Source: an optimization exercise on an open RTL-to-GDS flow (aim: small area, a short achievable clock period and few clock cycles per item). Production flows keep margins and buffers that such runs may drop.
Only simulation tests tie the RTL to the original design; equivalence was not proved.

--- flow/config.mk ---
export PLATFORM = sky130hd
export DESIGN_NAME = gps_codec
export DESIGN_NICKNAME = gps_codec
export VERILOG_FILES = /design/flow/design.v
export SDC_FILE = /design/flow/constraint.sdc
export NUM_CORES = 4
export LEC_CHECK = 0
export CAP_MARGIN = 20
export CORE_MARGIN = 2
export CORE_UTILIZATION = 40
export SLEW_MARGIN = 20
--- flow/constraint.sdc ---
create_clock -name core_clock -period 120.0 [get_ports {clk}]
set_input_delay 24.0000 -clock core_clock [delete_from_list [all_inputs] [get_ports {clk}]]
set_output_delay 24.0000 -clock core_clock [all_outputs]
set_load 0.01 [all_outputs]
--- flow/design.v ---
module gps_codec (
    input  wire        clk,
    input  wire        rst,
    input  wire        in_valid,
    output wire        in_ready,
    input  wire        fix,
    input  wire [7:0]  num_sat,
    input  wire [31:0] lat,         
    input  wire [31:0] lon,         
    input  wire [15:0] speed,       
    input  wire [31:0] alt,         
    input  wire [15:0] dist_home,   
    input  wire [15:0] dir_home,    
    output reg         out_valid,
    input  wire        out_ready,
    output reg  [15:0] speed_kmh,
    output reg         lat_south,
    output reg  [15:0] lat_degmin,
    output reg  [15:0] lat_sec,
    output reg         lon_west,
    output reg  [15:0] lon_degmin,
    output reg  [15:0] lon_sec,
    output reg  [15:0] dist_out,
    output reg  [15:0] alt_out,
    output reg  [7:0]  num_sat_out,
    output reg  [7:0]  fix_char,
    output reg  [7:0]  dir_out
);
    localparam [31:0] DEG_DIVIDER = 32'd10000000;
    localparam [7:0]  SAT_3D_MIN  = 8'd5;
    localparam [15:0] ALT_OFFSET  = 16'd500;
    localparam [7:0]  FIX_NONE    = 8'h2D;   
    localparam [7:0]  FIX_2D      = 8'h32;   
    localparam [7:0]  FIX_3D      = 8'h33;   
    wire [31:0] lat_mag = lat[31] ? (~lat + 32'd1) : lat;
    wire [31:0] lon_mag = lon[31] ? (~lon + 32'd1) : lon;
    wire [31:0] lat_deg  = lat_mag / DEG_DIVIDER;
    wire [31:0] lat_frac = (lat_mag - lat_deg * DEG_DIVIDER) * 32'd6;
    wire [31:0] lat_min  = lat_frac / 32'd1000000;
    wire [31:0] lat_sc   = (lat_frac % 32'd1000000) / 32'd100;
    wire [31:0] lat_dm   = lat_deg * 32'd100 + lat_min;
    wire [31:0] lon_deg  = lon_mag / DEG_DIVIDER;
    wire [31:0] lon_frac = (lon_mag - lon_deg * DEG_DIVIDER) * 32'd6;
    wire [31:0] lon_min  = lon_frac / 32'd1000000;
    wire [31:0] lon_sc   = (lon_frac % 32'd1000000) / 32'd100;
    wire [31:0] lon_dm   = lon_deg * 32'd100 + lon_min;
    wire [15:0] spd_q    = speed / 16'd100;
    wire [15:0] spd_kmh  = spd_q * 16'd36;
    wire signed [31:0] alt_q = $signed(alt) / 32'sd10;
    wire [15:0] alt_code     = alt_q[15:0] + ALT_OFFSET;
    wire [7:0] fix_code = !fix                  ? FIX_NONE :
                          (num_sat >= SAT_3D_MIN) ? FIX_3D : FIX_2D;
    assign in_ready = !out_valid || out_ready;
    always @(posedge clk) begin
        if (rst) begin
            out_valid <= 1'b0;
        end else begin
            if (out_valid && out_ready)
                out_valid <= 1'b0;
            if (in_valid && in_ready)
                out_valid <= 1'b1;
        end
    end
    always @(posedge clk) begin
        if (in_valid && in_ready) begin
            speed_kmh   <= spd_kmh;
            lat_south   <= lat[31];
            lat_degmin  <= lat_dm[15:0];
            lat_sec     <= lat_sc[15:0];
            lon_west    <= lon[31];
            lon_degmin  <= lon_dm[15:0];
            lon_sec     <= lon_sc[15:0];
            dist_out    <= dist_home;
            alt_out     <= alt_code;
            num_sat_out <= num_sat;
            fix_char    <= fix_code;
            dir_out     <= dir_home[7:0];
        end
    end
endmodule
--- flow/run.sh ---
#!/bin/bash
# synth_recipe.tcl (not shown) runs the flow's synth.tcl, then flattens the netlist and writes it again
# the make line also repeats each setting of config.mk as NAME=value (left out here)
make -C /OpenROAD-flow-scripts/flow DESIGN_CONFIG=/design/flow/config.mk WORK_HOME=/design/flow/orfs CLKGATE_MAP_FILE= SYNTH_SCRIPT=/design/flow/synth_recipe.tcl finish
==> notes.md <==
[flip-flops by register name (all words and copies together), names as in the netlist, 14 cells and up]
register,flops
lat_degmin,16
lat_sec,16
lon_sec,16
speed_kmh,14
lon_degmin,16
dist_out,16
alt_out,16
[final timing paths]
| check | startpoint | end | slack (ns) | cells after the start |
|---|---|---|---|---|
| worst max-delay path | lat[0] | lat_sec[0] | 5.95 | 311 |
| worst max register to register | out_valid | lat_sec[3] | 116.81 | 5 |
| worst min-delay path | out_valid | out_valid | 0.54 | 2 |
| worst min register to register | out_valid | out_valid | 0.54 | 2 |
[worst max-delay path, delay by kind of cell]
kind                       cells  cell delay (ns)
buffers and inverters         36            10.42
AOI/OAI and AO/OA            122            37.81
adders and majority gates      8             2.70
and+or+nand+nor              123            32.55
muxes                          8             2.61
xor gates and xnor gates      14             4.01
[metrics by stage]
step           worst slack, ns  instance area (um^2)  cells
5_1_grt                0.04142                128300  20840
6_report                 5.952                128300  20841
2_1_floorplan            24.28                115200  16105
3_3_place_gp             5.445                127500  20803
3_5_place_dp             5.237                127500  20803
4_1_cts                  5.491                128100  20835
[cells in the mapped netlist (93+ instances only)]
master	count	area [um^2]
mux2i_1	191	1912
nor4_1	240	1501
edfxtp_1	131	3934
nor2_1	1469	5514
nand3_1	579	2898
or4_1	107	803.3
o2111ai_1	103	902.1
nor3_1	590	2953
inv_1	582	2185
or2_2	163	1020
or3_1	207	1295
and2_1	207	1295
nand2_1	1437	5394
a21oi_1	997	4990
o21a_1	146	1096
a21o_1	185	1389
and3_1	196	1226
a31oi_1	247	1545
o21bai_1	93	698.2
nand4_1	221	1383
nor2b_1	93	581.8
o21ai_1	113	565.5
o21ai_0	727	3638
buf_6	143	1610
clkbuf_1	219	822.0
o31ai_1	151	1134
xor2_1	595	5211
a2111oi_0	105	919.6
a211oi_1	209	1569
o211ai_1	192	1441
nand2b_1	188	1176
xnor2_1	1357	11890
ha_1	413	5167
[layout by cell type (no fill, tap or decap), types with 68 or more instances in the layout]
master | synthesis | layout
edfxtp_1 | 131 | 131
a211o_1 | 78 | 78
and2_1 | 207 | 206
mux2_2 | 85 | 85
a211oi_1 | 209 | 208
a31oi_1 | 247 | 246
or2_2 | 163 | 163
nor4_1 | 240 | 237
a221oi_1 | 72 | 71
o2111ai_1 | 103 | 103
nand3_1 | 579 | 579
mux2i_1 | 191 | 191
nand4_1 | 221 | 221
xnor2_1 | 1357 | 1349
a21boi_0 | 81 | 81
o21ai_1 | 113 | 113
a2111oi_0 | 105 | 105
and3_1 | 196 | 195
o21a_1 | 146 | 146
o21ai_0 | 727 | 727
nand2_1 | 1437 | 1435
nor3b_1 | 73 | 73
nand2b_1 | 188 | 186
o31ai_1 | 151 | 150
buf_4 | 80 | 1310
or3_1 | 207 | 207
and4_1 | 68 | 68
o211ai_1 | 192 | 192
o21bai_1 | 93 | 93
a21oi_1 | 997 | 996
inv_1 | 582 | 582
a21o_1 | 185 | 185
xor2_1 | 595 | 588
nor2b_1 | 93 | 91
clkdlybuf4s50_1 | 0 | 280
or4_1 | 107 | 107
nor2_1 | 1469 | 1466
nor3_1 | 590 | 590
o22ai_1 | 90 | 90
ha_1 | 413 | 413
[layout make-up]
type | count | area (um^2)
well taps | 3781 | 4731
clock inverters | 9 | 48.80
diodes | 2 | 5.005
flip-flops and latches | 132 | 3954
inverters | 638 | 2494
clock buffers | 23 | 533.0
fillers | 29865 | 158900
repair buffers | 1600 | 12820
multi-input cells | 14656 | 103700
[kinds of logic (layout without fill, tap and decap cells)]
logic type	after synthesis	count (layout)
muxes	313	313
adders and majority gates	493	493
AOI/OAI and AO/OA	5123	5124
and+or+nand+nor	6696	6696
buffers and inverters	1318	2270
DFF	132	132
other	2	8
xor gates and xnor gates	2024	2024
[layer usage]
metal	wire [um]	global-route usage	vias up
li1	-	-	63129
met1	187500	0.3642	61976
met2	192500	0.4542	4566
met3	25980	0.02431	699
met4	14410	0.08863	2
met5	13	0	-
[repair_timing]
action / CTS / global route
resized for setup: 0 / 15
setup endpoints to repair: 0 / 2
buffers inserted: 0 / 3
==> summary.md <==
| Metric | Value |
|---|---|
| Status | complete, no violations |
| Pins Over Slew Limit | 0 |
| Area growth syn-to-layout | 11.37% |
| Die width | roughly 540 um |
| IO buf count | 281 |
| Vias in the first global route | roughly 120k |
| Synth warn | 1 |
| Crit Path Class | in -> reg |
| Worst skew pair latency | 0.64 ns |
| CTS Hold Bufs | 0 |
| Crit path largest cell delay | a little under 1 ns |
| Fin nets | approximately 18000 |
| Synth Register Bits | between 100 and 150 |
| Synth async-reset ratio | 0 |
| Overflow after GRT | 0 |
| Die Y | about 540 um |
| Share of cells above drive strength 1 | 0.1725 |
| Synth Area in Compound Gates | 0.3346 |
| Clock Pin Slew Worst Setup and Hold Paths | ~0.080 ns |
| Fin crit share | 0.9504 |
| # H-tree levels | 4 |
| Gpl congestion | a little under 1 |
| ANT nets after route | 0 |
| Post-synthesis mux area share | 0.02955 |
| Post-route minimum period | roughly 110 ns |
| Initial cell density of the core | 0.4011 |
| DRT Pass-1 Iters | 7 |
| Main combinational cell family by area after synthesis | compound AO/OA/AOI/OAI gates |
| Setup-failing EPs final | 0 |
| Register area share after synthesis | 0.03433 |
| Crit end category | flip-flop |
| Placed wire-length estimate | ~340000 um |
| EDFF count, synth | 131 |
| Average wire per standard cell | slightly above 20 um |
| Initial drt markers | 11879 |
| Vias per cell | roughly 6.3 |
| Core ar. | about 290000 um^2 |
| CP Max Fanout | 30 |
| CTS max path bufs | 3 |
| Post-Syn Instances | 16101 |
| Skew final | between 0.05 and 0.06 ns |
| Setup repair after global routing missed its margin | no |
| Adder-Cell Fraction of Synth Area | 0.05749 |
| Synth Area in Simple Gates | 0.3158 |
| Root buf cell | clkbuf_16 |
| Largest net degree at the start of global routing | just over 60 |
| Util after Layout | 0.4467 |
| CTS buffer count | 21 |
| Worst Hold Margin | 0.5391 ns |
| Post-Synth XOR/XNOR Area | 0.1598 |
| Max_cap viols | 0 |
| Worst hold path class | reg -> reg |
| Via Count | 130372 |
| Final Hold Viols | 0 |
| Initial antenna violation count | 8 |
| CP max-delay cell | a211oi_1 |
| Synth Cell Area | 115200 um^2 |
| Max Fclk | a little under 9 MHz |
| All-layer global routing usage | 0.2715 |
| Post-synthesis cell type count | ~240 |
| Worst EP required | roughly 120 ns |
| Sum Neg Setup Slack | 0 ns |
| Die Area | 292200 um^2 |
| Ys flop type | edfxtp_1 |
| First-pass GRT wire length | 664400 um |
| Worst setup SP type | input port |
| Core Rows | approximately 200 |
| Data arrival, critical path | 114.38 ns |
| Syn Area/Cell | slightly above 7 um^2 |
| Tightest Pin Transition | 1.286 ns |
| Total Wirelength | between 400000 and 500000 um |
| CTS Sinks | approximately 130 |
| CTS tree | built |
| Worst slew margin | 0.1396 |
| DRC viols | 0 |
| IO Pins | 297 |
Testbench counts, summed over its fixed seeds: cycles 8,008, items 8,000.

separate check: timing with driven ports:
Ports are ideal in the flow. The routed layout listed here was re-timed in OpenROAD. Step 1 sets driving cells, clkbuf_16 on the clock port and buf_2 on the other inputs (assumed; they add their load-dependent delay and slew). Step 2 moves the port delays by t, midway between the first and last clock arrival at a register: inputs arrive t later, outputs are due t later. That takes back most of the time a late clock gives input paths. Slacks: ideal / step 1 / step 2; pairs: ideal / step 1.
t (ns): 0.684
slack for setup (ns): 5.952 / 5.996 / 5.312
worst slew at a driven data input, ns: 0.06
After both steps setup and hold are still met in this run. The setup slack of this run moves by +0.044 ns with the drivers and by -0.640 ns with both steps.
